This design comes from an exercise in tuning for small area, a short achievable clock period and few clock cycles on the open sky130 flow, not from production work.
In this exercise RTL edits were held to simulation tests only and were not proved equivalent to the original.
No activity file was given, so power comes from the tool's default toggle rates.

==> flow/design.v <==
module dab_fv (
    input  wire        clk,
    input  wire        rst,           
    input  wire        req_valid,
    output wire        req_ready,
    input  wire [31:0] req_cw,
    input  wire [63:0] req_opa,
    input  wire [63:0] req_opb,
    output reg         rsp_valid,
    output reg  [3:0]  rsp_status,
    output reg  [63:0] rsp_res
);
    localparam ST_OK         = 4'd0;
    localparam ST_OVERFLOW   = 4'd1;
    localparam ST_UNDERFLOW  = 4'd2;
    localparam ST_RANGE      = 4'd3;
    localparam ST_LENMISM    = 4'd4;
    localparam ST_ILL_CMD    = 4'd8;
    localparam ST_ILL_OPND   = 4'd9;
    localparam ST_ILL_STATE  = 4'd10;
    localparam C_RDSR = 0, C_WR = 1, C_RD = 2, C_PEEK = 3, C_REM = 4, C_BRST = 5,
               C_SLICE = 6, C_CCOMP = 7, C_CVER = 8, C_FCFG = 9, C_FNEW = 10,
               C_LATCH = 11, C_COMMIT = 12, C_FIBRD = 13, C_MCFG = 14, C_MPARSE = 15;
    localparam K_LATCH = 2'd0;
    localparam K_COMP  = 2'd1;
    localparam K_VER   = 2'd2;
    localparam K_MSC   = 2'd3;
    function [15:0] crc_m;
        input [15:0] c;
        begin
            crc_m[0] = ^(c & 16'h859B);
            crc_m[1] = ^(c & 16'h0B36);
            crc_m[2] = ^(c & 16'h166C);
            crc_m[3] = ^(c & 16'h2CD8);
            crc_m[4] = ^(c & 16'h59B0);
            crc_m[5] = ^(c & 16'h36FB);
            crc_m[6] = ^(c & 16'h6DF7);
            crc_m[7] = ^(c & 16'hDBEE);
            crc_m[8] = ^(c & 16'hB7DC);
            crc_m[9] = ^(c & 16'h6FB8);
            crc_m[10] = ^(c & 16'hDF70);
            crc_m[11] = ^(c & 16'hBEE1);
            crc_m[12] = ^(c & 16'hF859);
            crc_m[13] = ^(c & 16'hF0B3);
            crc_m[14] = ^(c & 16'hE166);
            crc_m[15] = ^(c & 16'hC2CD);
        end
    endfunction
    function [15:0] crc_n;
        input [63:0] d;
        begin
            crc_n[0] = ^(d & 64'h859B040B1C581911);
            crc_n[1] = ^(d & 64'h0B36081638B03222);
            crc_n[2] = ^(d & 64'h166C102C71606444);
            crc_n[3] = ^(d & 64'h2CD82058E2C0C888);
            crc_n[4] = ^(d & 64'h59B040B1C5819110);
            crc_n[5] = ^(d & 64'h36FB8568975B3B31);
            crc_n[6] = ^(d & 64'h6DF70AD12EB67662);
            crc_n[7] = ^(d & 64'hDBEE15A25D6CECC4);
            crc_n[8] = ^(d & 64'hB7DC2B44BAD9D988);
            crc_n[9] = ^(d & 64'h6FB8568975B3B310);
            crc_n[10] = ^(d & 64'hDF70AD12EB676620);
            crc_n[11] = ^(d & 64'hBEE15A25D6CECC40);
            crc_n[12] = ^(d & 64'hF859B040B1C58191);
            crc_n[13] = ^(d & 64'hF0B36081638B0322);
            crc_n[14] = ^(d & 64'hE166C102C7160644);
            crc_n[15] = ^(d & 64'hC2CD82058E2C0C88);
        end
    endfunction
    function [15:0] crc_mk;
        input [2:0] p;
        begin
            case (p)
                3'd0: crc_mk = 16'h313E;
                3'd1: crc_mk = 16'hF1CE;
                3'd2: crc_mk = 16'h0E10;
                3'd3: crc_mk = 16'h110C;
                3'd4: crc_mk = 16'h84C0;
                3'd5: crc_mk = 16'hCC9C;
                3'd6: crc_mk = 16'h1D0F;
                default: crc_mk = 16'hE1F0;
            endcase
        end
    endfunction
    reg [511:0] bb;                    
    reg [9:0]  bbwr, bbrd, bbrem;      
    reg        vwvalid;
    reg [9:0]  vwbase, vwlen, vwrd;
    reg [9:0]  vwabs, vwrem;           
    reg [2:0]  fibcount;
    reg [1:0]  fstate;
    reg [2:0]  fibn;
    reg [255:0] fibmem [0:3];          
    reg [7:0]  sc_cfgd;
    reg [7:0]  sc_hc;
    reg [7:0]  sc_long;                
    reg [9:0]  sc_plen [0:7];          
    reg        msc_present;
    reg [2:0]  msc_subch;
    reg [9:0]  msc_base, msc_len;
    reg        msc_hascrc;
    reg [3:0]  fibvalid;
    reg        framevalid;
    reg        fib_v;                  
    reg        msc_valid;
    reg [3:0]  op_left;                
    reg [1:0]  op_kind;
    reg [8:0]  ptr;
    reg [15:0] op_exp;
    reg [1:0]  lj;
    reg [2:0]  sp_n;                   
    reg [9:0]  sp_ptr;                 
    reg rst_q;
    always @(posedge clk) rst_q <= rst;
    reg         rdy;
    assign req_ready = rdy;
    wire        take = req_valid & rdy & ~rst;
    wire [31:0] icw = req_cw;
    wire [15:0] i_cmd;
    assign i_cmd[C_RDSR]   = (icw & 32'hFFFFFF00) == 32'h01000000;
    assign i_cmd[C_WR]     = (icw & 32'hFFFFFF00) == 32'h10000000;
    assign i_cmd[C_RD]     = (icw & 32'hFF7FFF00) == 32'h11000000;
    assign i_cmd[C_PEEK]   = (icw & 32'hFF7FFF00) == 32'h12000000;
    assign i_cmd[C_REM]    = (icw & 32'hFF7FFFFF) == 32'h13000000;
    assign i_cmd[C_BRST]   = icw == 32'h14000000;
    assign i_cmd[C_SLICE]  = icw == 32'h15000000;
    assign i_cmd[C_CCOMP]  = icw == 32'h20000000;
    assign i_cmd[C_CVER]   = (icw & 32'hFFFF0000) == 32'h21000000;
    assign i_cmd[C_FCFG]   = (icw & 32'hFFFFFF00) == 32'h30000000;
    assign i_cmd[C_FNEW]   = icw == 32'h31000000;
    assign i_cmd[C_LATCH]  = icw == 32'h32000000;
    assign i_cmd[C_COMMIT] = icw == 32'h33000000;
    assign i_cmd[C_FIBRD]  = (icw & 32'hFFFFFCE0) == 32'h34000000;
    assign i_cmd[C_MCFG]   = (icw & 32'hFFFFFE00) == 32'h38000000;
    assign i_cmd[C_MPARSE] = (icw & 32'hFFFFFF00) == 32'h39000000;
    wire [7:0]  iw    = icw[7:0];
    wire [6:0]  i_n   = req_opb[9:3];                  
    wire [2:0]  i_pad = 3'd0 - i_n[2:0];
    wire [4:0]  i_q   = ({1'b0, i_n[6:3]}) + {4'd0, (i_n[2:0] != 3'd0)};
    reg         q_valid;
    reg  [15:0] q_cmd;
    reg  [15:0] q_cw;            
    reg         q_t;             
    reg         q_wbad;          
    reg  [63:0] q_opa;
    reg         q_opa_hi;        
    reg  [9:0]  q_opb;
    reg         q_opb_hi;        
    reg         q_rbad;          
    reg         q_wovf;          
    reg  [8:0]  q_s;             
    reg  [2:0]  q_pad;           
    reg  [4:0]  q_q;             
    reg  [5:0]  q_wamt;          
    reg  [9:0]  q_plen;
    reg  [10:0] q_pend;          
    reg         q_phc, q_pcfgd;
    reg  [2:0]  q_mpad;          
    reg  [3:0]  q_mq;            
    genvar gk;
    wire [10:0] wr_end  = {1'b0, bbwr} + {4'd0, q_cw[6:0]};
    wire        e_cmd   = q_valid & (op_left == 4'd0);
    wire        wr_ok   = e_cmd & q_cmd[C_WR] & ~q_wbad & ~q_wovf;
    wire        bb_zero = rst_q | (e_cmd & q_cmd[C_BRST]);
    wire [10:0] i_sum   = {1'b0, req_opa[9:0]} + {1'b0, req_opb[9:0]};
    wire        i_rbad  = (|req_opa[63:10]) | (|req_opb[63:10]) |
                          (bb_zero ? (i_sum != 11'd0) : wr_ok ? (i_sum > wr_end) : (i_sum > {1'b0, bbwr}));
    wire [10:0] i_wend0 = {1'b0, bbwr} + {4'd0, iw[6:0]};
    wire [10:0] i_wend1 = wr_end + {4'd0, iw[6:0]};
    wire        i_wovf  = ~bb_zero & (wr_ok ? (i_wend1 > 11'd512) : (i_wend0 > 11'd512));
    wire [2:0]  i_sid   = iw[2:0];
    wire        i_fwd   = q_valid & q_cmd[C_MCFG] & (q_cw[7:3] == 5'd0) &
                          ~(q_cw[8] & (q_opa[2:0] != 3'd0)) & (q_cw[2:0] == i_sid);
    wire [9:0]  i_plen  = rst_q ? 10'd0 : i_fwd ? (q_opa_hi ? 10'd1023 : q_opa[9:0]) : sc_plen[i_sid];
    wire        i_phc   = ~rst_q & (i_fwd ? q_cw[8] : sc_hc[i_sid]);
    wire        i_pcfgd = ~rst_q & (i_fwd | sc_cfgd[i_sid]);
    wire [6:0]  i_mn    = i_plen[9:3] + 7'd2;                
    wire [2:0]  i_mpad  = 3'd0 - i_mn[2:0];
    always @(posedge clk) begin
        q_valid  <= take;
        q_wamt   <= bb_zero ? 6'd0 - iw[5:0]
                  : wr_ok   ? 6'd0 - wr_end[5:0] - iw[5:0]
                  :           6'd0 - bbwr[5:0] - iw[5:0];
        q_plen   <= i_plen;
        q_pend   <= {1'b0, i_plen} + 11'd16;
        q_phc    <= i_phc;
        q_pcfgd  <= i_pcfgd;
        q_mpad   <= i_mpad;
        q_mq     <= i_mn[6:3] + {3'd0, (i_mn[2:0] != 3'd0)};
        q_cmd    <= i_cmd;
        q_cw     <= icw[15:0];
        q_t      <= icw[23];
        q_wbad   <= (iw == 8'd0) || (iw > 8'd64);
        q_opa    <= req_opa;
        q_opa_hi <= |req_opa[63:10];
        q_opb    <= req_opb[9:0];
        q_opb_hi <= |req_opb[63:10];
        q_rbad   <= i_rbad;
        q_wovf   <= i_wovf;
        q_s      <= req_opa[8:0] - {3'd0, i_pad, 3'd0};
        q_pad    <= i_pad;
        q_q      <= i_q;
    end
    wire opc  = op_left != 4'd0;       
    wire cons = q_valid & ~opc;        
    wire [7:0]  imm      = q_cw[7:0];
    wire [6:0]  w7       = imm[6:0];
    wire        range_bad = q_rbad;
    wire        wr_ovf   = q_wovf;
    wire        rd_under = q_t ? ({3'd0, w7} > vwrem) : ({3'd0, w7} > bbrem);
    wire [8:0]  rd_base  = q_t ? vwabs[8:0] : bbrd[8:0];
    wire [8:0]  rd_x     = rd_base + {3'b111, 6'd0} + {1'b0, imm};    
    wire [2:0]  sid    = imm[2:0];
    wire        sid_ok = imm[7:3] == 5'd0;
    wire [9:0]  p_len  = q_plen;
    wire        p_hc   = q_phc;
    wire [10:0] p_end  = q_pend;
    wire [2:0]  m_pad  = q_mpad;
    wire [3:0]  m_q    = q_mq;
    wire [8:0]  m_x    = vwbase[8:0] - {3'd0, m_pad, 3'd0};
    reg [10:0] sr_value;               
    always @(*) begin
        case (imm[3:0])
            4'd0:  sr_value = 11'd512;
            4'd1:  sr_value = {1'b0, bbwr};
            4'd2:  sr_value = {1'b0, bbrd};
            4'd3:  sr_value = {10'd0, vwvalid};
            4'd4:  sr_value = {1'b0, vwbase};
            4'd5:  sr_value = {1'b0, vwlen};
            4'd6:  sr_value = {1'b0, vwrd};
            4'd7:  sr_value = {8'd0, fibcount};
            4'd8:  sr_value = {6'd0, fibn, fstate};
            4'd9:  sr_value = {msc_subch, 5'd0, 1'b0, msc_hascrc, msc_present};
            4'd10: sr_value = {1'b0, msc_base};
            4'd11: sr_value = {1'b0, msc_len};
            default: sr_value = 11'd0;
        endcase
    end
    wire e_rot = opc | (q_valid & (q_cmd[C_RD] | q_cmd[C_PEEK] | q_cmd[C_CCOMP] | q_cmd[C_CVER] |
                                   q_cmd[C_MPARSE] | q_cmd[C_LATCH]));
    wire e_restart = q_valid & ~opc & (q_cmd[C_BRST] | q_cmd[C_FNEW] | q_cmd[C_LATCH] |
                                        q_cmd[C_COMMIT] | (q_cmd[C_RD] & ~q_t));
    wire [4:0] sp_endh = {1'b0, sp_ptr[9:6]} + 5'd1;       
    wire bg_go = ~e_rot & ~e_restart & ~rst_q & (fstate == 2'd0) & (sp_n != 3'd4) &
                 ({1'b0, bbwr} >= {sp_endh, sp_ptr[5:0]});
    wire        wr_go = cons & q_cmd[C_WR] & ~q_wbad & ~wr_ovf;
    wire [63:0] opa_rev;
    generate
        for (gk = 0; gk < 64; gk = gk + 1) begin : g_orev
            assign opa_rev[gk] = q_opa[63-gk];
        end
    endgenerate
    wire [5:0]   wr_m   = q_wamt;
    wire [127:0] wr_dbl = {opa_rev, opa_rev};
    wire [95:0]  wr5 = wr_m[5] ? wr_dbl[127:32] : wr_dbl[95:0];
    wire [79:0]  wr4 = wr_m[4] ? wr5[95:16] : wr5[79:0];
    wire [71:0]  wr3 = wr_m[3] ? wr4[79:8]  : wr4[71:0];
    wire [67:0]  wr2 = wr_m[2] ? wr3[71:4]  : wr3[67:0];
    wire [65:0]  wr1 = wr_m[1] ? wr2[67:2]  : wr2[65:0];
    wire [63:0]  wr_rot = wr_m[0] ? wr1[65:1] : wr1[63:0];
    wire [63:0]  wr_ge = {64{1'b1}} << bbwr[5:0];           
    reg  [63:0]  wr_tail;
    wire [63:0]  wr_word = (wr_ge & wr_rot) | (~wr_ge & wr_tail);
    wire         wr_cross = wr_go & (wr_end[9:6] != {1'b0, bbwr[8:6]});
    integer wk;
    always @(posedge clk) begin
        wr_tail <= wr_cross ? wr_rot : wr_word;
        for (wk = 0; wk < 8; wk = wk + 1)
            if (!bbwr[9] && bbwr[8:6] == wk)
                bb[64*wk +: 64] <= wr_word;
    end
    reg        f_v, f_rsp;
    reg [3:0]  f_st;
    reg [15:0] f_res;                  
    reg        f_rd, f_fib;
    reg        f_fc;                   
    reg        f_oc;                   
    reg        f_first, f_last;
    reg [1:0]  f_kind;
    reg [8:0]  f_x;
    reg [6:0]  f_keep;
    reg [2:0]  f_pad;
    reg [1:0]  f_slot, f_j;
    reg        f_sr8, f_sr9, f_commit, f_ficnew, f_bbrst, f_mscimm;
    reg [3:0] left_nx;
    reg [9:0] bbwr_n, bbrd_n, bbrem_n;
    reg [1:0] fstate_n;
    reg [2:0] sp_n_n;
    reg       mcfg_now;
    integer i;
    always @(posedge clk) begin
        f_v      <= 1'b0;
        f_rsp    <= 1'b0;
        f_st     <= ST_OK;
        f_res    <= 16'd0;
        f_rd     <= 1'b0;
        f_fib    <= 1'b0;
        f_fc     <= 1'b0;
        f_oc     <= 1'b0;
        f_first  <= 1'b0;
        f_last   <= 1'b0;
        f_kind   <= op_kind;
        f_x      <= sp_ptr[8:0];
        f_keep   <= 7'd64;
        f_pad    <= 3'd0;
        f_slot   <= fibn[1:0];
        f_j      <= sp_n[1:0];
        f_sr8    <= 1'b0;
        f_sr9    <= 1'b0;
        f_commit <= 1'b0;
        f_ficnew <= 1'b0;
        f_bbrst  <= 1'b0;
        f_mscimm <= 1'b0;
        if (rst_q) begin
            bbwr        <= 10'd0;
            bbrd        <= 10'd0;
            bbrem       <= 10'd0;
            vwvalid     <= 1'b0;
            vwbase      <= 10'd0;
            vwlen       <= 10'd0;
            vwrd        <= 10'd0;
            vwabs       <= 10'd0;
            vwrem       <= 10'd0;
            fibcount    <= 3'd0;
            fstate      <= 2'd0;
            fibn        <= 3'd0;
            sc_cfgd     <= 8'd0;
            sc_hc       <= 8'd0;
            sc_long     <= 8'd0;
            for (i = 0; i < 8; i = i + 1)
                sc_plen[i] <= 10'd0;
            msc_present <= 1'b0;
            msc_subch   <= 3'd0;
            msc_base    <= 10'd0;
            msc_len     <= 10'd0;
            msc_hascrc  <= 1'b0;
            sp_n        <= 3'd0;
            sp_ptr      <= 10'd0;
        end else begin
            left_nx  = 4'd0;
            bbwr_n   = bbwr;
            bbrd_n   = bbrd;
            bbrem_n  = bbrem;
            fstate_n = fstate;
            mcfg_now = 1'b0;
            if (bg_go) begin
                f_fc    <= 1'b1;
                f_first <= sp_n == 3'd0;
            end
            if (opc) begin
                left_nx  = op_left - 4'd1;
                f_v      <= 1'b1;
                f_res    <= (op_kind == K_LATCH) ? 16'd0 : op_exp;
                f_x      <= ptr;
                f_last   <= op_left == 4'd1;
                f_rsp    <= op_left == 4'd1;
                f_j      <= lj;
                if (op_kind == K_LATCH) begin
                    f_fc    <= 1'b1;
                end else begin
                    f_oc    <= 1'b1;
                end
                ptr      <= ptr + 9'd64;
                lj       <= lj + 2'd1;
            end else if (q_valid) begin
                f_v   <= 1'b1;
                f_rsp <= 1'b1;
                if (q_cmd[C_RDSR]) begin
                    if (imm > 8'd11) f_st <= ST_ILL_OPND;
                    else begin
                        f_res <= {5'd0, sr_value};
                        f_sr8 <= imm[3:0] == 4'd8;
                        f_sr9 <= imm[3:0] == 4'd9;
                    end
                end else if (q_cmd[C_WR]) begin
                    if (q_wbad)      f_st <= ST_ILL_OPND;
                    else if (wr_ovf) f_st <= ST_OVERFLOW;
                    else begin
                        bbwr_n  = wr_end[9:0];
                        bbrem_n = bbrem + {3'd0, w7};
                    end
                end else if (q_cmd[C_RD] | q_cmd[C_PEEK]) begin
                    f_x    <= rd_x;
                    f_keep <= w7;
                    if (q_wbad)                 f_st <= ST_ILL_OPND;
                    else if (q_t && !vwvalid)   f_st <= ST_ILL_STATE;
                    else if (rd_under)          f_st <= ST_UNDERFLOW;
                    else begin
                        f_rd <= 1'b1;
                        if (q_cmd[C_RD]) begin
                            if (q_t) begin
                                vwrd  <= vwrd + {3'd0, w7};
                                vwabs <= vwabs + {3'd0, w7};
                                vwrem <= vwrem - {3'd0, w7};
                            end else begin
                                bbrd_n  = bbrd + {3'd0, w7};
                                bbrem_n = bbrem - {3'd0, w7};
                            end
                        end
                    end
                end else if (q_cmd[C_REM]) begin
                    if (q_t && !vwvalid) f_st  <= ST_ILL_STATE;
                    else if (q_t)        f_res <= {6'd0, vwrem};
                    else                 f_res <= {6'd0, bbrem};
                end else if (q_cmd[C_BRST]) begin
                    bbwr_n      = 10'd0;
                    bbrd_n      = 10'd0;
                    bbrem_n     = 10'd0;
                    vwvalid     <= 1'b0;
                    vwbase      <= 10'd0;
                    vwlen       <= 10'd0;
                    vwrd        <= 10'd0;
                    vwabs       <= 10'd0;
                    vwrem       <= 10'd0;
                    msc_present <= 1'b0;
                    msc_subch   <= 3'd0;
                    msc_base    <= 10'd0;
                    msc_len     <= 10'd0;
                    msc_hascrc  <= 1'b0;
                    f_bbrst     <= 1'b1;
                end else if (q_cmd[C_SLICE]) begin
                    if (range_bad) f_st <= ST_RANGE;
                    else begin
                        vwvalid <= 1'b1;
                        vwbase  <= q_opa[9:0];
                        vwlen   <= q_opb;
                        vwrd    <= 10'd0;
                        vwabs   <= q_opa[9:0];
                        vwrem   <= q_opb;
                    end
                end else if (q_cmd[C_CCOMP] | q_cmd[C_CVER]) begin
                    f_x     <= q_s;
                    f_keep  <= (q_q == 5'd0) ? 7'd0 : 7'd64 - {1'b0, q_pad, 3'd0};
                    f_pad   <= q_pad;
                    f_kind  <= q_cmd[C_CCOMP] ? K_COMP : K_VER;
                    f_first <= 1'b1;
                    op_kind <= q_cmd[C_CCOMP] ? K_COMP : K_VER;
                    op_exp  <= q_cw;
                    ptr     <= q_s + 9'd64;
                    if (q_opb[2:0] != 3'd0) f_st <= ST_ILL_OPND;
                    else if (range_bad)     f_st <= ST_RANGE;
                    else begin
                        f_oc    <= 1'b1;
                        f_res   <= q_cw;
                        f_last  <= q_q[3:0] <= 4'd1;
                        if (q_q[3:0] > 4'd1) begin
                            f_rsp   <= 1'b0;
                            left_nx = q_q[3:0] - 4'd1;
                        end
                    end
                end else if (q_cmd[C_FCFG]) begin
                    if (imm != 8'd3 && imm != 8'd4)          f_st <= ST_ILL_OPND;
                    else if (fstate != 2'd0 || fibn != 3'd0)  f_st <= ST_ILL_STATE;
                    else fibcount <= imm[2:0];
                end else if (q_cmd[C_FNEW]) begin
                    fstate_n = 2'd0;
                    fibn     <= 3'd0;
                    f_ficnew <= 1'b1;
                end else if (q_cmd[C_LATCH]) begin
                    f_x     <= (sp_n == 3'd3) ? sp_ptr[8:0] : bbrd[8:0];
                    f_j     <= (sp_n == 3'd3) ? 2'd3 : 2'd0;
                    f_first <= sp_n != 3'd3;
                    op_kind <= K_LATCH;
                    ptr     <= bbrd[8:0] + 9'd64;
                    lj      <= 2'd1;
                    if (fibcount == 3'd0)        f_st <= ST_ILL_STATE;
                    else if (fstate != 2'd0)     f_st <= ST_ILL_STATE;
                    else if (bbrem < 10'd256)    f_st <= ST_UNDERFLOW;
                    else begin
                        bbrd_n   = bbrd + 10'd256;
                        bbrem_n  = bbrem - 10'd256;
                        fstate_n = 2'd1;
                        if (sp_n == 3'd3) begin
                            f_fc <= 1'b1;
                        end else if (sp_n != 3'd4) begin
                            f_fc    <= 1'b1;
                            f_rsp   <= 1'b0;
                            left_nx = 4'd3;
                        end
                    end
                end else if (q_cmd[C_COMMIT]) begin
                    if (fstate != 2'd1) f_st <= ST_ILL_STATE;
                    else begin
                        f_commit <= 1'b1;
                        fibn     <= fibn + 3'd1;
                        fstate_n = (fibn + 3'd1 < fibcount) ? 2'd0 : 2'd2;
                    end
                end else if (q_cmd[C_FIBRD]) begin
                    if ({1'b0, q_cw[9:8]} >= fibn) f_st <= ST_ILL_STATE;
                    else begin
                        f_fib <= 1'b1;
                        f_res <= {9'd0, q_cw[9:8], q_cw[4:0]};
                    end
                end else if (q_cmd[C_MCFG]) begin
                    mcfg_now = 1'b1;
                    if (!sid_ok)                            f_st <= ST_ILL_OPND;
                    else if (q_cw[8] && q_opa[2:0] != 3'd0) f_st <= ST_ILL_OPND;
                    else begin
                        sc_cfgd[sid] <= 1'b1;
                        sc_hc[sid]   <= q_cw[8];
                        sc_long[sid] <= q_cw[8] & (q_opa_hi | (q_opa[9:3] >= 7'd7));
                        sc_plen[sid] <= q_opa_hi ? 10'd1023 : q_opa[9:0];
                    end
                end else if (q_cmd[C_MPARSE]) begin
                    f_x     <= m_x;
                    f_keep  <= 7'd64 - {1'b0, m_pad, 3'd0};
                    f_pad   <= m_pad;
                    f_kind  <= K_MSC;
                    f_first <= 1'b1;
                    op_kind <= K_MSC;
                    ptr     <= m_x + 9'd64;
                    if (!sid_ok)                 f_st <= ST_ILL_OPND;
                    else if (!q_pcfgd)           f_st <= ST_ILL_STATE;
                    else if (!vwvalid)           f_st <= ST_ILL_STATE;
                    else if (vwlen < p_len)      f_st <= ST_LENMISM;
                    else begin
                        msc_present <= 1'b1;
                        msc_subch   <= sid;
                        msc_base    <= vwbase;
                        msc_len     <= p_len;
                        msc_hascrc  <= p_hc;
                        if (!p_hc || {1'b0, vwlen} < p_end) begin
                            f_mscimm <= 1'b1;
                            f_res    <= {15'd0, !p_hc};
                        end else begin
                            f_oc    <= 1'b1;
                            f_last  <= m_q == 4'd1;
                            if (m_q != 4'd1) begin
                                f_rsp   <= 1'b0;
                                left_nx = m_q - 4'd1;
                            end
                        end
                    end
                end else begin
                    f_st <= ST_ILL_CMD;
                end
            end
            if (e_restart) begin
                sp_n_n   = 3'd0;
                sp_ptr   <= bbrd_n;
            end else begin
                sp_n_n   = sp_n + {2'd0, bg_go};
                if (bg_go) sp_ptr <= {sp_endh[3:0], sp_ptr[5:0]};
            end
            sp_n    <= sp_n_n;
            bbwr    <= bbwr_n;
            bbrd    <= bbrd_n;
            bbrem   <= bbrem_n;
            fstate  <= fstate_n;
            op_left <= left_nx;
            rdy     <= ~(take & ((i_cmd[C_LATCH] & (sp_n_n < 3'd3)) |
                                 (i_cmd[C_MPARSE] & (mcfg_now | sc_long[iw[2:0]])) |
                                 ((i_cmd[C_CCOMP] | i_cmd[C_CVER]) & (i_q > 5'd1))))
                       & (left_nx <= 4'd1);
        end
        if (rst) begin
            rdy     <= 1'b1;
            op_left <= 4'd0;
            f_v     <= 1'b0;
            f_fc    <= 1'b0;
        end
    end
    reg [127:0] pair;
    always @(*) begin
        case (f_x[8:6])
            3'd0: pair = {bb[127:64],  bb[63:0]};
            3'd1: pair = {bb[191:128], bb[127:64]};
            3'd2: pair = {bb[255:192], bb[191:128]};
            3'd3: pair = {bb[319:256], bb[255:192]};
            3'd4: pair = {bb[383:320], bb[319:256]};
            3'd5: pair = {bb[447:384], bb[383:320]};
            3'd6: pair = {bb[511:448], bb[447:384]};
            default: pair = {bb[63:0], bb[511:448]};
        endcase
    end
    wire [95:0] sh5 = f_x[5] ? pair[127:32] : pair[95:0];
    wire [79:0] sh4 = f_x[4] ? sh5[95:16]   : sh5[79:0];
    reg [7:0] fib_byte;
    integer fb;
    always @(*) begin
        fib_byte = 8'd0;
        for (fb = 0; fb < 128; fb = fb + 1)
            fib_byte = fib_byte | (fibmem[fb / 32][255 - 8*(fb % 32) -: 8] & {8{f_res[6:0] == fb}});
    end
    reg        p_v, p_rsp;
    reg [3:0]  p_st;
    reg [15:0] p_res;
    reg [79:0] p_sh;
    reg [3:0]  p_x;
    reg        p_rd, p_fc, p_oc, p_first, p_last;
    reg [1:0]  p_kind;
    reg [6:0]  p_keep;
    reg [2:0]  p_pad;
    reg [1:0]  p_slot, p_j;
    reg        p_sr8, p_sr9, p_commit, p_ficnew, p_bbrst, p_mscimm;
    always @(posedge clk) begin
        p_v      <= f_v & ~rst;
        p_fc     <= f_fc & ~rst;
        p_rsp    <= f_rsp;
        p_st     <= f_st;
        p_res    <= f_fib ? {8'd0, fib_byte} : f_res;
        p_sh     <= sh4;
        p_x      <= f_x[3:0];
        p_rd     <= f_rd;
        p_oc     <= f_oc;
        p_first  <= f_first;
        p_last   <= f_last;
        p_kind   <= f_kind;
        p_keep   <= f_keep;
        p_pad    <= f_pad;
        p_slot   <= f_slot;
        p_j      <= f_j;
        p_sr8    <= f_sr8;
        p_sr9    <= f_sr9;
        p_commit <= f_commit;
        p_ficnew <= f_ficnew;
        p_bbrst  <= f_bbrst;
        p_mscimm <= f_mscimm;
    end
    wire [71:0] sh3 = p_x[3] ? p_sh[79:8]   : p_sh[71:0];
    wire [67:0] sh2 = p_x[2] ? sh3[71:4]    : sh3[67:0];
    wire [65:0] sh1 = p_x[1] ? sh2[67:2]    : sh2[65:0];
    wire [63:0] sh0 = p_x[0] ? sh1[65:1]    : sh1[63:0];
    wire [63:0] rd_word;
    generate
        for (gk = 0; gk < 64; gk = gk + 1) begin : g_rev
            assign rd_word[63-gk] = sh0[gk];
        end
    endgenerate
    wire [63:0] keep_mask = ~({64{1'b1}} << p_keep);
    integer fk, fj;
    always @(posedge clk) begin
        for (fk = 0; fk < 4; fk = fk + 1)
            for (fj = 0; fj < 4; fj = fj + 1)
                if (p_fc && p_slot == fk && p_j == fj)
                    fibmem[fk][255 - 64*fj -: 64] <= rd_word;
    end
    reg        g_v, g_rsp;
    reg [3:0]  g_st;
    reg [63:0] g_data;
    reg [15:0] g_res;
    reg        g_rd;
    reg        g_fc, g_oc, g_first, g_last, g_empty, g_j3;
    reg [1:0]  g_kind;
    reg [2:0]  g_pad;
    reg [1:0]  g_slot;
    reg        g_sr8, g_sr9, g_commit, g_ficnew, g_bbrst, g_mscimm;
    always @(posedge clk) begin
        g_v      <= p_v & ~rst;
        g_fc     <= p_fc & ~rst;
        g_rsp    <= p_rsp;
        g_st     <= p_st;
        g_data   <= rd_word & keep_mask;
        g_res    <= p_res;
        g_rd     <= p_rd;
        g_oc     <= p_oc;
        g_first  <= p_first;
        g_last   <= p_last;
        g_empty  <= p_keep == 7'd0;
        g_j3     <= p_j == 2'd3;
        g_kind   <= p_kind;
        g_pad    <= p_pad;
        g_slot   <= p_slot;
        g_sr8    <= p_sr8;
        g_sr9    <= p_sr9;
        g_commit <= p_commit;
        g_ficnew <= p_ficnew;
        g_bbrst  <= p_bbrst;
        g_mscimm <= p_mscimm;
    end
    reg  [15:0] fib_crc, op_crc;
    wire [15:0] crc_nx  = (g_first ? crc_mk(g_pad) : crc_m(g_fc ? fib_crc : op_crc)) ^ crc_n(g_data);
    wire [15:0] crc_fin = g_empty ? 16'hFFFF : crc_nx;
    wire        crc_ok  = crc_nx == 16'd0;
    always @(posedge clk) begin
        if (rst_q) begin
            fibvalid   <= 4'd0;
            framevalid <= 1'b1;
            msc_valid  <= 1'b0;
        end else begin
            if (g_fc) begin
                fib_crc <= crc_nx;
                if (g_j3) fib_v <= crc_ok;
            end
            if (g_v) begin
                if (g_oc) begin
                    op_crc <= crc_nx;
                    if (g_last && g_kind == K_MSC) msc_valid <= crc_ok;
                end
                if (g_commit) begin
                    fibvalid[g_slot] <= fib_v;
                    framevalid       <= framevalid & fib_v;
                end
                if (g_ficnew) begin
                    fibvalid   <= 4'd0;
                    framevalid <= 1'b1;
                end
                if (g_bbrst)  msc_valid <= 1'b0;
                if (g_mscimm) msc_valid <= g_res[0];
            end
        end
    end
    always @(posedge clk) begin
        rsp_valid <= g_v & g_rsp & ~rst;
        begin
            rsp_status <= g_st;
            rsp_res    <= g_rd ? g_data : {48'd0, g_res};
            if (g_oc && g_last) begin
                case (g_kind)
                    K_COMP:  rsp_res <= {48'd0, crc_fin};
                    K_VER:   rsp_res <= {63'd0, crc_fin == g_res};
                    default: rsp_res <= {63'd0, crc_ok};
                endcase
            end
            if (g_sr8)    rsp_res[9:5] <= {framevalid, fibvalid};
            if (g_sr9)    rsp_res[2]   <= msc_valid;
            if (g_commit) rsp_res      <= {63'd0, fib_v};
        end
    end
endmodule
==> flow/config.mk <==
export PLATFORM = sky130hd
export DESIGN_NAME = dab_fv
export DESIGN_NICKNAME = dab_fv
export VERILOG_FILES = /design/flow/design.v
export SDC_FILE = /design/flow/constraint.sdc
export NUM_CORES = 4
export LEC_CHECK = 0
export CAP_MARGIN = 30
export CELL_PAD_IN_SITES_DETAIL_PLACEMENT = 1
export CELL_PAD_IN_SITES_GLOBAL_PLACEMENT = 2
export CORE_MARGIN = 2
export CORE_UTILIZATION = 30
export CTS_CLUSTER_DIAMETER = 100
export CTS_CLUSTER_SIZE = 20
export PLACE_DENSITY = 0.5
export SLEW_MARGIN = 40
==> flow/standard.sh <==
#!/bin/bash
# synth_recipe.tcl (not shown) runs the flow's synth.tcl, then flattens the netlist and writes it again
# the make line also repeats each setting of config.mk as NAME=value (left out here)
make -C /OpenROAD-flow-scripts/flow DESIGN_CONFIG=/design/flow/config.mk WORK_HOME=/design/flow/orfs CLKGATE_MAP_FILE= SYNTH_SCRIPT=/design/flow/synth_recipe.tcl "${@:-finish}"
==> flow/flow/run.sh <==
#!/bin/bash
set -euo pipefail
bash standard.sh SETUP_SLACK_MARGIN=7.5 finish > layout.log 2>&1
==> flow/constraint.sdc <==
create_clock -name core_clock -period 12.0 [get_ports {clk}]
set_input_delay 2.4000 -clock core_clock [delete_from_list [all_inputs] [get_ports {clk}]]
set_output_delay 2.4000 -clock core_clock [all_outputs]
set_load 0.01 [all_outputs]
==> run_results.csv, run 1 <==
group,metric,value,unit
synthesis,ys_warn_count,2,
timing,fmax,0.216,GHz
cts,ctsHoldBuffers,0,
timing,drv_slew,0,
floorplanning,die_area,375000,um^2
floorplanning,dieWidth,612,um
synthesis,synth-main-ff-cell,"edfxtp_1",
hold_path,hold_class,"register to register",
timing,holdWs,0.327,ns
synthesis,async_flop_share,0,
global_routing,grt_max_degree,109,
cts,clkTransAtPathRegs,0.09,ns
global_routing,antenna_found_initial,76,
power,peakVddDrop,0.000660,V
critical_path,arrival,5.40,ns
drt,drtAntennaViolNets,0,
critical_path,ff2ff_path_depth,9,
timing,setup_viol_count_final,0,
floorplanning,die_y,612,um
floorplanning,start_util,0.301,
floorplanning,pin_count,233,
synthesis,syn-num-nets,9102,
timing,fin_crit_sh,0.387,
drt,dr.first_iter.drc_count,8538,
cts,htreeDepth,4,
global_routing,grt_pass1_vias,81000,
finish,fillers,38700,
timing,hold_violations,0,
drt,via_per_inst,5.71,
synthesis,synth-seq-area-share,0.589,
synthesis,synth_cells,8722,
finish,syn_to_final_growth,16.4,%
timing,period_needed,4.64,ns
synthesis,syn_area,111000,um^2
placed_design,dp_hpwl,377000,um
run_status,outcome,"finished clean",
placed_design,gp_congestion,0.906,
cts,ctsLongestPathBuffers,4,
drt,wl_per_cell,37.9,um
synthesis,yosysUniqueCellTypes,99,
placed_design,port-buffer-count,232,
cts,cts.sinks,2425,
cts,cts_root_buf,"clkbuf_16",
power,power_density,248,nW/um^2
critical_path,path_max_fanout,2,
finish,nets,9460,
finish,final_area,129000,um^2
global_routing,grt_pass1_wl,724000,um
power,p_leak,43.2,nW
power,power,32.0,mW
timing,slew_headroom,0.330,
drt,wl,536000,um
timing,finClkSkew,0.128,ns
cts,insertion_delay,0.98,ns
drt,vias,80800,
global_routing,track_usage,0.280,
critical_path,cp.required,12.76,ns
timing,rsz0062_at_grt,"true",
timing,tns,0,ns
hold_path,holdPathStages,0,
placed_design,place_area,123000,um^2
global_routing,gr-total-overflow,0,
drt,post-route-drc-count,0,
critical_path,worstSetupEndpointType,"register",
floorplanning,rows,223,
drt,dr.pass1.iters,6,
critical_path,criticalPathCategory,"primary input to register",
synthesis,synth_edf_count,1678,
finish,drive_above_1_share,0.167,
timing,tightest_slew,1.00,ns
synthesis,avgSynthCellArea,12.7,um^2
critical_path,startpoint_type,"primary input",
floorplanning,core-area,369000,um^2
cts,cts_tree,"done",
job,max_cap_violations,0,
synthesis,ys_ff_latch,2425,
cts,cts_made_buffers,160,
[logic make-up (layout without fill, tap and decap cells)]
group | Yosys count | in the layout | synth area share
buffers and inverters | 672 | 1114 | 0.0237
adder cells (fa/ha/maj) | 217 | 217 | 0.0255
AND/OR/NAND/NOR | 2062 | 2063 | 0.0848
flip-flops | 2425 | 2425 | 0.589
AO/OA/AOI/OAI | 2017 | 2017 | 0.124
multiplexers | 860 | 860 | 0.113
XOR/XNOR | 469 | 469 | 0.0403
other | 0 | 54 | 0
[cell usage after synthesis (25+ instances only)]
library cell  instances  area [um^2]
a211oi_1             79          593
a21boi_0             33          248
a21o_1               63          473
a21oi_1             496         2480
a221oi_1            199         1740
a22o_1              182         1590
a22oi_1             237         1780
a31oi_1              44          275
and2_1               94          588
and3_1               25          156
buf_1                71          267
buf_2                35          175
clkbuf_1            362         1360
dfxtp_1             747        15000
edfxtp_1           1678        50400
ha_1                202         2530
inv_1               187          702
mux2_2              127         1430
mux2i_1             434         4340
mux4_2              297         6690
nand2_1             511         1920
nand2b_1             32          200
nand3_1              97          485
nand4_1              97          607
nor2_1              838         3150
nor2b_1              78          488
nor3_1              104          521
nor3b_1              25          188
nor4_1               71          444
o211ai_1             34          255
o21a_1               39          293
o21ai_0             309         1550
o21bai_1             27          203
o221ai_1             60          526
o22ai_1              62          388
xnor2_1             326         2860
xor2_1              109          955
[layout make-up]
| type | count | area, um^2 | share of cell area |
|---|---|---|---|
| clock inverter | 44 | 544 | 0.00421 |
| clock buffer | 203 | 4320 | 0.0335 |
| tap | 4950 | 6190 | 0.0480 |
| sequential | 2425 | 65400 | 0.506 |
| antenna | 54 | 135 | 0.00105 |
| timing repair buffer | 674 | 6730 | 0.0521 |
| inverter | 193 | 753 | 0.00583 |
| multi-input combinational | 5626 | 45100 | 0.349 |
[critical path: stages]
cell and delay [ns]:
buf_8 0.10, ha_4 0.15, fa_2 0.41, a21oi_4 0.17
o21bai_4 0.07, a21oi_2 0.16, o21bai_2 0.09, a21oi_2 0.13
nor2_1 0.06, nor2_2 0.13, nor2b_1 0.06, o21ai_1 0.15
nand2b_1 0.17, ha_4 0.32, nand4_1 0.10, nor2_2 0.15
a41oi_2 0.12, o21ai_1 0.12, a21oi_2 0.07, nor4_2 0.19
nor3_2 0.06
[power breakdown]
part	switching, mW	internal [mW]
Combinational	9.22	5.32
Sequential	0.669	10.9
Clock	3.23	2.68
[state kept, by name, summed over array words and instances (netlist names), 16 cells and up]
name,count
op_exp,16
q_cw,16
q_opa,61
op_crc,16
g_res,16
f_res,16
q_cmd,16
g_data,64
bb,512
fibmem,1024
p_res,16
sc_plen,80
p_sh,79
rsp_res,64
fib_crc,16
wr_tail,63
[worst paths after layout]
check             end  startpoint  slack, ns
max            q_rbad  req_opb[0]       7.36
min              p_oc        f_oc       0.33
max reg2reg  p_res[4]    f_res[3]       7.45
min reg2reg      p_oc        f_oc       0.33
[metrics by stage]
step	cells	setup WS [ns]	utilization
finish	14200	7.36	0.350
global route	14100	7.22	0.350
CTS	14100	7.35	0.349
detailed placement	13800	5.71	0.335
global placement	13800	5.67	0.330
floorplan	8722	6.88	-
[layout by cell type, fill, tap and decap left out, types with 187 or more instances in the layout]
cell type / instances
ha_1: 187
buf_4: 347
mux4_2: 297
a22oi_1: 236
o21ai_0: 289
a21oi_1: 484
dfxtp_1: 720
clkdlybuf4s50_1: 214
mux2i_1: 367
a221oi_1: 199
xnor2_1: 313
nand2_1: 497
nor2_1: 695
edfxtp_1: 1678
[per-layer routing]
layer / GRT usage / routed length (um) / vias up
met5: 0.000646 / 144 / -
met4: 0.0995 / 22100 / 22
met3: 0.0401 / 33600 / 775
met2: 0.463 / 252000 / 3103
met1: 0.374 / 229000 / 42900
li1: - / - / 34100
[repair_timing]
item	4_1_cts	5_1_grt
pin swaps	22	40
endpoints found under the hold margin	0	0
setup endpoints to repair	58	108
setup buffers	15	9
gates cloned	2	0
resized for setup	65	70
Testbench counts, summed over its fixed seeds: cycles 4,569.
==> run 2: changes to the inputs <==
==> flow/flow/run.sh (replaced) <==
#!/bin/bash
set -euo pipefail
bash standard.sh SETUP_SLACK_MARGIN=8 finish > layout.log 2>&1
--- a/flow/config.mk
+++ b/flow/config.mk
@@ -10,7 +10,7 @@
 export CELL_PAD_IN_SITES_GLOBAL_PLACEMENT = 2
 export CORE_MARGIN = 2
-export CORE_UTILIZATION = 30
+export CORE_UTILIZATION = 20
 export CTS_CLUSTER_DIAMETER = 100
 export CTS_CLUSTER_SIZE = 20
-export PLACE_DENSITY = 0.5
+export PLACE_DENSITY = 0.45
 export SLEW_MARGIN = 40
==> run_results.csv, run 2 <==
group,metric,value,unit
run_status,outcome,"finished clean",
cts,ctsHoldBuffers,0,
synthesis,synth_xor_area_frac,0.0403,
synthesis,yosys-top-cells-count,"edfxtp_1, nor2_1, dfxtp_1",
critical_path,r2r-start,"bbwr[1]",
timing,hold_violations,0,
drt,dr.pass1.iters,6,
cts,cts_tree,"done",
floorplanning,rows,273,
synthesis,synth_cells,8722,
global_routing,grt_pass1_vias,82800,
timing,drv_slew,0,
cts,insertion_delay,0.96,ns
critical_path,ff2ff_path_depth,17,
hold_path,min_to,"p_x[2]",
floorplanning,core-area,553000,um^2
synthesis,yosysUniqueCellTypes,99,
critical_path,criticalPathCategory,"primary input to register",
finish,final_area,133000,um^2
hold_path,min-delay-start,"f_x[2]",
floorplanning,die_y,749,um
cts,cts_made_buffers,160,
synthesis,ys_ff_latch,2425,
job,max_cap_violations,0,
timing,tightest_slew,1.03,ns
floorplanning,start_util,0.201,
cts,cts.sinks,2425,
power,peakVddDrop,0.000723,V
critical_path,worstSetupEndpointType,"register",
synthesis,synthAdderAreaFrac,0.0255,
drt,dr.first_iter.drc_count,8707,
synthesis,async_flop_share,0,
synthesis,synth-main-ff-cell,"edfxtp_1",
floorplanning,die_area,561000,um^2
global_routing,grt_max_degree,118,
timing,fin_crit_sh,0.390,
cts,ctsLongestPathBuffers,4,
drt,wl_per_cell,33.6,um
timing,fmax,0.214,GHz
critical_path,cp.required,12.77,ns
critical_path,rr_endpoint,"q_rbad",
floorplanning,dieWidth,749,um
hold_path,holdPathStages,0,
finish,biggestRegsByFlops,"fibmem x1024, bb x512, sc_plen x80",
global_routing,track_usage,0.192,
drt,drtAntennaViolNets,0,
timing,period_needed,4.68,ns
synthesis,synth-seq-area-share,0.589,
drt,post-route-drc-count,0,
critical_path,path_max_fanout,3,
hold_path,hold_class,"register to register",
placed_design,gp_congestion,0.877,
drt,wl,557000,um
drt,vias,81300,
placed_design,place_area,126000,um^2
timing,tns,0,ns
synthesis,avgSynthCellArea,12.7,um^2
global_routing,grt_pass1_wl,752000,um
finish,drive_above_1_share,0.186,
synthesis,synth_mux_area_frac,0.113,
placed_design,dp_hpwl,392000,um
critical_path,r2r_setup_slack,7.67,ns
synthesis,synth_top_family_by_area,"compound AO/OA/AOI/OAI gates",
synthesis,synth_compound_area_frac,0.124,
timing,setup_viol_count_final,0,
timing,finClkSkew,0.0906,ns
critical_path,startpoint_type,"primary input",
power,power,33.6,mW
synthesis,ys_warn_count,2,
synthesis,synth_top_cell_area_share,0.454,
timing,slew_headroom,0.311,
cts,htreeDepth,4,
finish,largest_reg_flops,1024,
synthesis,syn_area,111000,um^2
finish,syn_to_final_growth,19.9,%
power,power_density,253,nW/um^2
finish,largest-register,"fibmem",
synthesis,synth_top_area_cell,"edfxtp_1",
synthesis,synth_edf_count,1678,
finish,layout_common_cells,"edfxtp_1, nor2_1, dfxtp_1",
global_routing,gr-total-overflow,0,
synthesis,yosysMostFrequentCell,"edfxtp_1",
critical_path,arrival,5.45,ns
power,p_leak,43.7,nW
synthesis,yosys.area_share.simple,0.0848,
cts,cts_root_buf,"clkbuf_16",
global_routing,antenna_found_initial,79,
finish,final_common_cell,"edfxtp_1",
timing,rsz0062_at_grt,"true",
finish,nets,9518,
floorplanning,pin_count,233,
synthesis,syn-num-nets,9102,
synthesis,synth.area.top_cells,"edfxtp_1, dfxtp_1, mux4_2",
placed_design,port-buffer-count,232,
cts,clkTransAtPathRegs,0.09,ns
drt,via_per_inst,4.91,
[run 2: layout make-up]
type	count	area (um^2)
fill	60600	420000
sequential	2425	65400
multi-input combinational	5625	45300
tap	7287	9120
timing repair buffer	733	7270
clock buffer	238	4510
inverter	193	772
clock inverter	42	526
antenna	27	67.6
[run 2: worst max-delay path: stages]
cell	delay [ns]
buf_8	0.10
ha_4	0.16
fa_2	0.37
buf_4	0.16
xor2_4	0.19
ha_1	0.33
o21a_1	0.13
o21a_1	0.16
o21a_1	0.17
o21a_1	0.17
o21a_1	0.17
o21a_1	0.17
o21a_1	0.18
o21ai_2	0.15
a21oi_2	0.09
nor4_2	0.28
nor3_2	0.08
[run 2: per-layer routing]
layer	share of wire	track usage	vias to the layer above
li1	-	-	34200
met1	0.45	0.272	43400
met2	0.45	0.305	2995
met3	0.059	0.0246	722
met4	0.036	0.0589	22
met5	0.00029	0	-
[run 2: logic make-up after synthesis]
| group | after synthesis |
|---|---|
| flip-flops | 2425 |
| AO/OA/AOI/OAI | 2017 |
| XOR/XNOR | 469 |
| multiplexers | 860 |
| AND/OR/NAND/NOR | 2062 |
| buffers and inverters | 672 |
| adder cells (fa/ha/maj) | 217 |
[run 2: stage by stage]
| stage | util | setup WS, ns | hold WS (ns) | cells |
|---|---|---|---|---|
| global placement | 0.226 | 5.58 | 0.313 | 16100 |
| global route | 0.241 | 7.21 | 0.305 | 16500 |
| detailed placement | 0.228 | 5.68 | 0.313 | 16200 |
| finish | 0.241 | 7.32 | 0.308 | 16600 |
| floorplan | - | 6.88 | 0.310 | 8722 |
| CTS | 0.239 | 7.42 | 0.301 | 16500 |
[run 2: worst max path at each step]
stage | startpoint | end | slack (ns)
detailed placement | req_opa[1] | q_rbad | 5.68
CTS | req_opb[0] | q_rbad | 7.42
floorplan | req_opa[0] | q_rbad | 6.88
global route | req_opb[0] | q_rbad | 7.21
global placement | req_opa[0] | q_rbad | 5.58
finish | req_opb[0] | q_rbad | 7.32
[run 2: timing repair]
action	in CTS	in global routing
setup buffers	44	27
endpoints found under the setup margin	353	192
pin swaps	45	53
endpoints found under the hold margin	0	0
resized for setup	389	85
gates cloned	5	2
[run 2: where the power goes]
part	total, mW	switching, mW	internal (mW)	leakage, nW
Sequential	11.6	0.734	10.9	21.5
Combinational	16.0	10.3	5.69	19.8
Clock	6.03	3.31	2.72	2.42
==> run 3: changes to the inputs <==
--- a/flow/design.v
+++ b/flow/design.v
@@ -163,10 +163,14 @@
     wire        wr_ok   = e_cmd & q_cmd[C_WR] & ~q_wbad & ~q_wovf;
     wire        bb_zero = rst_q | (e_cmd & q_cmd[C_BRST]);
-    wire [10:0] i_sum   = {1'b0, req_opa[9:0]} + {1'b0, req_opb[9:0]};
-    wire        i_rbad  = (|req_opa[63:10]) | (|req_opb[63:10]) |
-                          (bb_zero ? (i_sum != 11'd0) : wr_ok ? (i_sum > wr_end) : (i_sum > {1'b0, bbwr}));
-    wire [10:0] i_wend0 = {1'b0, bbwr} + {4'd0, iw[6:0]};
-    wire [10:0] i_wend1 = wr_end + {4'd0, iw[6:0]};
-    wire        i_wovf  = ~bb_zero & (wr_ok ? (i_wend1 > 11'd512) : (i_wend0 > 11'd512));
+    wire [10:0] nx_bbwr = bb_zero ? 11'd0 : wr_ok ? wr_end : {1'b0, bbwr};
+    wire [10:0] nx_free = 11'd512 - nx_bbwr;
+    wire [10:0] cs_a    = {1'b0, req_opa[9:0]};
+    wire [10:0] cs_b    = {1'b0, req_opb[9:0]};
+    wire [10:0] cs_c    = ~nx_bbwr;
+    wire [10:0] cs_s    = cs_a ^ cs_b ^ cs_c;
+    wire [11:0] cs_y    = {(cs_a & cs_b) | (cs_a & cs_c) | (cs_b & cs_c), 1'b0};
+    wire [12:0] cs_t    = {2'b00, cs_s} + {1'b0, cs_y};
+    wire        i_rbad  = (|req_opa[63:10]) | (|req_opb[63:10]) | (cs_t[12:11] != 2'b00);
+    wire        i_wovf  = {4'd0, iw[6:0]} > nx_free;
     wire [2:0]  i_sid   = iw[2:0];
     wire        i_fwd   = q_valid & q_cmd[C_MCFG] & (q_cw[7:3] == 5'd0) &
==> flow/flow/run.sh (replaced) <==
#!/bin/bash
set -euo pipefail
bash standard.sh SETUP_SLACK_MARGIN=7.5 finish > layout.log 2>&1
==> run_results.csv, run 3 <==
group,metric,value,unit
run_status,outcome,"finished clean",
timing,finClkSkew,0.0885,ns
critical_path,path_max_fanout,17,
critical_path,cp_cell_sequence,"or3b_2 > nor2_2 > buf_4 > a22o_1 > a221oi_1 > nand4_1 > nor4_2 > a31oi_1",
timing,period_needed,4.49,ns
synthesis,synth_edf_count,1678,
critical_path,cp.required,12.72,ns
power,peakVddDrop,0.000537,V
drt,wl_per_cell,33.3,um
critical_path,critPathTopFamily,"simple AND/OR/NAND/NOR gates",
finish,drive_above_1_share,0.163,
global_routing,grt_pass1_wl,737000,um
critical_path,ff2ff_path_depth,8,
timing,setup_slack,7.51,ns
critical_path,crit_path_end,"p_res[1]",
critical_path,cpPeakStageDelay,0.80,ns
power,intPower,18.9,mW
cts,cts.sinks,2425,
timing,rsz0062_at_grt,"true",
job,max_cap_violations,0,
drt,dr.pass1.iters,6,
critical_path,r2r_setup_slack,7.51,ns
timing,fmax,0.223,GHz
synthesis,synth_top_area_cell,"edfxtp_1",
placed_design,pre_cts_slack,6.33,ns
synthesis,synth_top_cell_area_share,0.457,
cts,insertion_delay,0.97,ns
synthesis,synth-seq-area-share,0.593,
power,power_density,252,nW/um^2
global_routing,gr-total-overflow,0,
critical_path,criticalPathCategory,"register to register",
floorplanning,start_util,0.201,
timing,tns,0,ns
synthesis,syn-num-nets,9010,
critical_path,critPathSlowestCell,"or3b_2",
synthesis,synth.area.top_cells,"edfxtp_1, dfxtp_1, mux4_2",
critical_path,rr_endpoint,"p_res[1]",
floorplanning,pin_count,233,
placed_design,dp_hpwl,388000,um
floorplanning,dieWidth,746,um
critical_path,worstSetupEndpointType,"register",
timing,fin_crit_sh,0.374,
floorplanning,die_area,557000,um^2
finish,biggestRegsByFlops,"fibmem x1024, bb x512, sc_plen x80",
hold_path,hold_class,"register to register",
power,switchingPower,14.2,mW
cts,cts_root_buf,"clkbuf_16",
finish,final_util,0.239,
critical_path,r2r-start,"f_res[6]",
timing,holdWs,0.305,ns
finish,layout_common_cells,"edfxtp_1, dfxtp_1, nor2_1",
power,comb_power_share,0.465,
power,seqPwrFrac,0.351,
timing,slew_headroom,0.311,
drt,via_per_inst,4.88,
cts,clkTransAtPathRegs,0.09,ns
critical_path,arrival,5.21,ns
synthesis,yosysUniqueCellTypes,97,
finish,largest_reg_flops,1024,
synthesis,syn_area,110000,um^2
global_routing,grt_pass1_vias,81000,
drt,drtAntennaViolNets,0,
critical_path,cp-startpoint,"f_res[6]",
timing,hold_violations,0,
finish,syn_to_final_growth,18.9,%
synthesis,synth-main-ff-cell,"edfxtp_1",
floorplanning,core-area,549000,um^2
synthesis,synth_cells,8654,
cts,htreeDepth,4,
timing,drv_slew,0,
drt,dr.first_iter.drc_count,8695,
drt,vias,80100,
power,p_sw_frac,0.428,
synthesis,yosysMostFrequentCell,"edfxtp_1",
power,p_leak,43.1,nW
power,clkPwrFrac,0.184,
synthesis,avgSynthCellArea,12.7,um^2
finish,nets,9381,
synthesis,async_flop_share,0,
finish,final_common_cell,"edfxtp_1",
timing,tightest_slew,1.03,ns
critical_path,crit_cells,8,
global_routing,antenna_found_initial,93,
drt,wl,547000,um
synthesis,ys_ff_latch,2425,
global_routing,grt_max_degree,122,
global_routing,track_usage,0.190,
critical_path,startpoint_type,"register",
cts,ctsHoldBuffers,0,
cts,cts_made_buffers,162,
placed_design,place_area,125000,um^2
floorplanning,die_y,746,um
cts,cts_tree,"done",
placed_design,port-buffer-count,232,
floorplanning,rows,272,
placed_design,gp_congestion,0.865,
drt,post-route-drc-count,0,
finish,final_area,131000,um^2
timing,setup_viol_count_final,0,
critical_path,critPathBufInv,1,
synthesis,yosys-top-cells-count,"edfxtp_1, nor2_1, dfxtp_1",
cts,ctsLongestPathBuffers,4,
finish,largest-register,"fibmem",
synthesis,ys_warn_count,2,
## run 3: through the flow
stage	instances	power, mW
5_1_grt	16400	34.5
2_1_floorplan	8654	19.5
3_3_place_gp	16100	26.8
4_1_cts	16400	33.2
6_report	16400	33.1
3_5_place_dp	16100	27.0
## run 3: worst reg2reg max path: cells and delay by family (launching register included)
family	cells	cell delay [ns]
AO/OA/AOI/OAI	3	1.22
buffers and inverters	1	0.31
flip-flops	1	0.73
AND/OR/NAND/NOR	4	2.01
## run 3: area by class of cell
cell class	count	area, um^2
repair buffers	685	6600
clock inverters	52	668
multi-input cells	5540	43900
well taps	7261	9080
flip-flops and latches	2425	65400
clock buffers	229	4500
diodes	24	60.1
fillers	60200	418000
inverters	211	800
## run 3: power groups by stage
stage	sequential (mW)	combinational [mW]	clock (mW)
final	11.6	15.4	6.10
after global routing	11.7	16.2	6.53
after CTS	11.6	15.3	6.29
after detailed placement	11.8	15.2	0
after global placement	11.8	15.0	0
after floorplan	11.3	8.22	0
## run 3: how the worst min path moves through the flow
stage	from	end	slack, ns	cells past startpoint
floorplan	p_bbrst	g_bbrst	0.31	0
global placement	p_oc	g_oc	0.31	0
detailed placement	p_rsp	g_rsp	0.31	0
CTS	f_st[2]	p_st[2]	0.31	0
global route	f_st[2]	p_st[2]	0.32	0
finish	f_st[2]	p_st[2]	0.31	0
## run 3: cells by family (layout without fill, tap and decap cells)
| logic type | after synthesis | after routing | synth area share |
|---|---|---|---|
| AO/OA/AOI/OAI | 2005 | 2005 | 0.124 |
| XOR/XNOR | 446 | 446 | 0.0373 |
| adder cells (fa/ha/maj) | 194 | 194 | 0.0234 |
| buffers and inverters | 689 | 1177 | 0.0239 |
| flip-flops | 2425 | 2425 | 0.593 |
| multiplexers | 873 | 873 | 0.113 |
| other | 0 | 24 | 0 |
| AND/OR/NAND/NOR | 2022 | 2022 | 0.0851 |
## run 3: what timing repair did
action	CTS	global route
pin swaps	1	15
cloned	0	2
buffers inserted	4	8
gates resized for setup	18	42
endpoints found under the setup margin	78	106
## run 3: per-layer routing
| metal | part of all wire | vias up | global-route usage |
|---|---|---|---|
| met3 | 0.061 | 685 | 0.0282 |
| met2 | 0.45 | 2987 | 0.300 |
| li1 | - | 33800 | - |
| met5 | 0.00025 | - | 0 |
| met1 | 0.46 | 42600 | 0.266 |
| met4 | 0.034 | 20 | 0.0570 |
Testbench counts of run 3, summed over its fixed seeds: cycles 4,569.
==> run 4: changes to the inputs <==
==> flow/flow/run.sh (replaced) <==
#!/bin/bash
set -euo pipefail
bash standard.sh SETUP_SLACK_MARGIN=8 finish > layout.log 2>&1
==> run_results.csv, run 4 <==
group,metric,value,unit
run_status,outcome,"finished clean",
timing,holdWs,0.320,ns
floorplanning,dieWidth,746,um
cts,cts_tree,"done",
timing,fmax,0.243,GHz
job,max_cap_violations,0,
synthesis,ys_warn_count,2,
floorplanning,rows,272,
timing,setup_viol_count_final,0,
timing,slew_headroom,0.354,
drt,wl_per_cell,33.6,um
synthesis,synth_edf_count,1678,
timing,drv_slew,0,
placed_design,gp_congestion,0.881,
timing,tightest_slew,0.969,ns
critical_path,criticalPathCategory,"primary input to register",
synthesis,avgSynthCellArea,12.7,um^2
finish,drive_above_1_share,0.186,
global_routing,grt_max_degree,101,
floorplanning,core-area,549000,um^2
cts,cts.sinks,2425,
synthesis,synth_top_area_cell,"edfxtp_1",
hold_path,hold_class,"register to register",
cts,insertion_delay,0.95,ns
finish,layout_common_cells,"edfxtp_1, dfxtp_1, nor2_1",
power,peakVddDrop,0.000925,V
global_routing,antenna_found_initial,79,
global_routing,track_usage,0.191,
synthesis,syn_area,110000,um^2
placed_design,placed_cells,16100,
finish,largest-register,"fibmem",
critical_path,path_max_fanout,3,
cts,cts_root_buf,"clkbuf_16",
synthesis,yosysMostFrequentCell,"edfxtp_1",
synthesis,yosysUniqueCellTypes,97,
cts,clkTransAtPathRegs,0.09,ns
synthesis,yosys-top-cells-count,"edfxtp_1, nor2_1, dfxtp_1",
drt,via_per_inst,4.90,
cts,ctsHoldBuffers,0,
floorplanning,pin_count,233,
critical_path,r2r_setup_slack,8.05,ns
timing,hold_violations,0,
timing,fin_crit_sh,0.343,
finish,biggestRegsByFlops,"fibmem x1024, bb x512, sc_plen x80",
synthesis,async_flop_share,0,
global_routing,grt_pass1_wl,745000,um
synthesis,ys_ff_latch,2425,
global_routing,grt_pass1_vias,81900,
timing,tns,0,ns
global_routing,gr-total-overflow,0,
synthesis,synth.area.top_cells,"edfxtp_1, dfxtp_1, mux4_2",
critical_path,worstSetupEndpointType,"register",
placed_design,pre_cts_slack,6.29,ns
finish,final_common_cell,"edfxtp_1",
finish,largest_reg_flops,1024,
finish,fillers,60000,
cts,ctsLongestPathBuffers,4,
synthesis,synth_top_cell_area_share,0.457,
floorplanning,die_area,557000,um^2
critical_path,startpoint_type,"primary input",
finish,finalNonFillerCells,16500,
timing,finClkSkew,0.0802,ns
drt,vias,80900,
placed_design,place_area,126000,um^2
drt,wl,555000,um
cts,htreeDepth,4,
floorplanning,start_util,0.201,
finish,nets,9470,
cts,cts_made_buffers,161,
power,p_leak,43.9,nW
finish,final_area,133000,um^2
timing,period_needed,4.12,ns
finish,syn_to_final_growth,20.6,%
placed_design,port-buffer-count,232,
timing,rsz0062_at_grt,"true",
synthesis,syn-num-nets,9010,
floorplanning,die_y,746,um
critical_path,cp.required,12.83,ns
drt,drtAntennaViolNets,0,
drt,dr.pass1.iters,6,
drt,post-route-drc-count,0,
synthesis,synth-seq-area-share,0.593,
critical_path,arrival,4.95,ns
timing,setup_slack,7.88,ns
placed_design,dp_hpwl,393000,um
power,power,33.3,mW
synthesis,synth_cells,8654,
synthesis,synth-main-ff-cell,"edfxtp_1",
power,power_density,251,nW/um^2
finish,final_util,0.242,
drt,dr.first_iter.drc_count,8710,
==> run 4: kinds of logic after synthesis <==
kind of cell,Yosys count,share of synthesized area
flops,2425,0.593
simple gates,2022,0.0851
compound gates,2005,0.124
mux,873,0.113
buf+inv,689,0.0239
xor+xnor,446,0.0373
fa+ha+maj,194,0.0234
==> run 4: final cells by class <==
class / instances / area, um^2 / share of cell area
Sequential cell: 2425 / 65400 / 0.492
Multi-Input combinational cell: 5542 / 44700 / 0.336
Tap cell: 7261 / 9080 / 0.0683
Timing Repair Buffer: 773 / 7810 / 0.0587
Clock buffer: 237 / 4410 / 0.0332
Inverter: 211 / 820 / 0.00617
Clock inverter: 47 / 639 / 0.00481
Antenna cell: 28 / 70.1 / 0.000527
==> run 4: final timing paths <==
| path | startpoint | endpoint | cells past startpoint |
|---|---|---|---|
| setup / recovery | req_cw[7] | rdy | 9 |
| hold / removal | p_res[11] | g_res[11] | 0 |
| setup reg to reg | bbwr[1] | rdy | 20 |
| hold reg to reg | p_res[11] | g_res[11] | 0 |
==> run 4: power by group <==
group / internal [mW] / switching [mW] / total, mW
logic: 5.44 / 10.2 / 15.6
registers: 10.9 / 0.721 / 11.6
clock network: 2.74 / 3.32 / 6.07
total: 19.1 / 14.2 / 33.3
==> run 4: timing repair <==
action	CTS	global route
endpoints found under the hold margin	0	0
pin swaps	33	44
gates cloned	7	6
setup endpoints to repair	487	206
buffers inserted	51	37
resized for setup	324	91
==> run 4: worst max-delay path, cell delays in order <==
cell and delay (ns):
clkdlybuf4s50_1 0.47, or3_4 0.45, or2_4 0.32, or4_4 0.53, nor3_2 0.26, a22oi_2 0.07, o21ai_1 0.11, a21oi_1 0.08
a41o_1 0.24
==> run 4: metal layers <==
layer | vias up | track usage | wire length, um | part of all wire
met5 | - | 0 | 201 | 0.00036
met2 | 2866 | 0.311 | 254000 | 0.46
met4 | 30 | 0.0513 | 17500 | 0.031
met1 | 43300 | 0.268 | 251000 | 0.45
li1 | 34000 | - | - | -
met3 | 666 | 0.0235 | 31700 | 0.057
==> run 5: changes to the inputs <==
==> flow/flow/run.sh (replaced) <==
#!/bin/bash
set -euo pipefail
bash standard.sh SETUP_SLACK_MARGIN=8.5 finish > layout.log 2>&1
==> run_results.csv, run 5 <==
group,metric,value,unit
run_status,outcome,"finished clean",
critical_path,rr_endpoint,"rdy",
power,p_leak,45.1,nW
floorplanning,dieWidth,746,um
finish,syn_to_final_growth,23.3,%
critical_path,cpPeakStageDelay,0.51,ns
synthesis,synth-seq-area-share,0.593,
global_routing,grt_pass1_wl,750000,um
global_routing,grt_max_degree,87,
placed_design,gp_congestion,0.865,
synthesis,yosys-top-cells-count,"edfxtp_1, nor2_1, dfxtp_1",
drt,drtAntennaViolNets,0,
critical_path,startpoint_type,"primary input",
hold_path,hold_class,"register to register",
hold_path,holdPathStages,0,
finish,layout_common_cells,"edfxtp_1, nor2_1, dfxtp_1",
drt,wl,560000,um
cts,htreeDepth,4,
finish,nets,9592,
cts,cts_root_buf,"clkbuf_16",
synthesis,yosysUniqueCellTypes,97,
critical_path,path_max_fanout,3,
critical_path,critPathSlowestCell,"or4b_4",
timing,holdWs,0.328,ns
cts,ctsLongestPathBuffers,4,
cts,clkTransAtPathRegs,0.09,ns
timing,finClkSkew,0.0700,ns
job,max_cap_violations,0,
floorplanning,start_util,0.201,
drt,post-route-drc-count,0,
finish,final_util,0.248,
global_routing,track_usage,0.193,
cts,cts.sinks,2425,
synthesis,synth_top_cell_area_share,0.457,
placed_design,pre_cts_slack,6.22,ns
timing,tns,0,ns
synthesis,avgSynthCellArea,12.7,um^2
finish,final_area,136000,um^2
critical_path,r2r-start,"bbwr[0]",
timing,tightest_slew,0.903,ns
synthesis,ys_ff_latch,2425,
synthesis,synth-main-ff-cell,"edfxtp_1",
finish,finalNonFillerCells,16600,
power,peakVddDrop,0.000707,V
timing,rsz0062_at_grt,"true",
timing,drv_slew,0,
placed_design,port-buffer-count,232,
floorplanning,rows,272,
timing,fmax,0.243,GHz
floorplanning,die_y,746,um
critical_path,cp_cell_sequence,"buf_6 > nor4_4 > nand4_1 > or3_4 > or2_4 > or4b_4 > nor4_4 > nor2_2 > o21ai_2 > a21oi_1 > a41o_1",
synthesis,synth_top_area_cell,"edfxtp_1",
critical_path,critPathBufInv,1,
synthesis,ys_warn_count,2,
finish,drive_above_1_share,0.233,
synthesis,synth.area.top_cells,"edfxtp_1, dfxtp_1, mux4_2",
placed_design,place_area,126000,um^2
critical_path,cpMostUsedCell,"nor4_4",
hold_path,min-delay-start,"g_st[3]",
synthesis,synth_edf_count,1678,
timing,fin_crit_sh,0.342,
timing,hold_violations,0,
global_routing,gr-total-overflow,0,
synthesis,yosysMostFrequentCell,"edfxtp_1",
placed_design,dp_hpwl,391000,um
cts,insertion_delay,0.95,ns
timing,setup_viol_count_final,0,
cts,cts_tree,"done",
critical_path,critPathTopFamily,"simple AND/OR/NAND/NOR gates",
finish,largest_reg_flops,1024,
timing,period_needed,4.11,ns
synthesis,async_flop_share,0,
critical_path,criticalPathCategory,"primary input to register",
critical_path,ff2ff_path_depth,22,
critical_path,cp.required,12.83,ns
critical_path,worstSetupEndpointType,"register",
power,power_density,258,nW/um^2
floorplanning,die_area,557000,um^2
cts,cts_made_buffers,161,
critical_path,r2r_setup_slack,8.10,ns
synthesis,syn_area,110000,um^2
synthesis,synth_cells,8654,
critical_path,arrival,4.94,ns
finish,final_common_cell,"edfxtp_1",
finish,biggestRegsByFlops,"fibmem x1024, bb x512, sc_plen x80",
floorplanning,core-area,549000,um^2
hold_path,min_to,"rsp_status[3]",
drt,dr.first_iter.drc_count,8612,
timing,slew_headroom,0.398,
drt,dr.pass1.iters,5,
global_routing,grt_pass1_vias,82400,
drt,via_per_inst,4.90,
timing,setup_slack,7.89,ns
floorplanning,pin_count,233,
global_routing,antenna_found_initial,87,
power,power,35.1,mW
finish,largest-register,"fibmem",
synthesis,syn-num-nets,9010,
placed_design,placed_cells,16100,
drt,vias,81600,
drt,wl_per_cell,33.6,um
-- run 5: cell counts after synthesis --
Identical to the previous run, type by type.
-- run 5: report_power, final --
group | leakage [nW] | internal (mW) | switching [mW] | total (mW)
sequential | 21.5 | 10.9 | 0.733 | 11.7
clock | 2.43 | 2.72 | 3.32 | 6.04
combinational | 21.2 | 6.50 | 10.9 | 17.4
total | 45.1 | 20.1 | 14.9 | 35.1
-- run 5: area by class of cell --
class / instances / area, um^2
Sequential cell: 2425 / 65600
Timing Repair Buffer: 893 / 9170
Inverter: 211 / 828
Clock inverter: 53 / 653
Tap cell: 7261 / 9080
Fill cell: 60000 / 413000
Clock buffer: 223 / 4390
Multi-Input combinational cell: 5544 / 46100
Antenna cell: 34 / 85.1
-- run 5: worst max-delay path by stage --
stage,startpoint,endpoint,cells after the start
floorplan,req_cw[18],rdy,10
global placement,req_cw[0],q_mq[2],14
detailed placement,req_cw[0],q_mq[2],14
CTS,req_cw[22],rdy,11
global route,req_cw[21],rdy,11
finish,req_cw[21],rdy,11
-- run 5: per-layer routing --
metal,vias up,part of all wire,wire [um],GRT usage
met1,43800,0.45,255000,0.271
met2,2907,0.46,255000,0.311
li1,34300,-,-,-
met4,22,0.030,16700,0.0499
met5,-,0.00024,137,0
met3,634,0.060,33500,0.0269
-- run 5: timing repair --
item / CTS / global route
hold buffers: 0 / 0
setup endpoints to repair: 1078 / 407
cloned: 13 / 7
resized for setup: 836 / 229
pin swaps: 90 / 84
setup buffers: 126 / 73
-- run 5: cell families after synthesis --
| group | after synthesis | synth area share |
|---|---|---|
| adder cells (fa/ha/maj) | 194 | 0.0234 |
| AO/OA/AOI/OAI | 2005 | 0.124 |
| flip-flops | 2425 | 0.593 |
| buffers and inverters | 689 | 0.0239 |
| multiplexers | 873 | 0.113 |
| XOR/XNOR | 446 | 0.0373 |
| AND/OR/NAND/NOR | 2022 | 0.0851 |

==> afterwards: timing with drivers on the ports <==
No port has a modelled driver above. Below, the same layouts with a new extraction and two added sets of constraints.
Step 1, drivers: a clkbuf_16 drives clk and a buf_2 each remaining input, both assumed.
Step 2 times the ports against the registers' clock, not the clock port: input delays grow and output delays shrink by t, the midpoint of the rising clock arrivals with the driver on.
Slacks: ideal ports / drivers / drivers and shift; pairs: ideal ports / drivers.
run	t, ns	slack for setup (ns)
run 1	1.006	7.362 / 7.416 / 6.410
run 2	1.040	7.319 / 7.406 / 6.367
run 3	1.042	7.511 / 7.511 / 6.688
run 4	1.028	7.878 / 7.949 / 6.921
run 5	1.035	7.891 / 7.980 / 6.945
After both steps setup and hold are still met in every run listed.
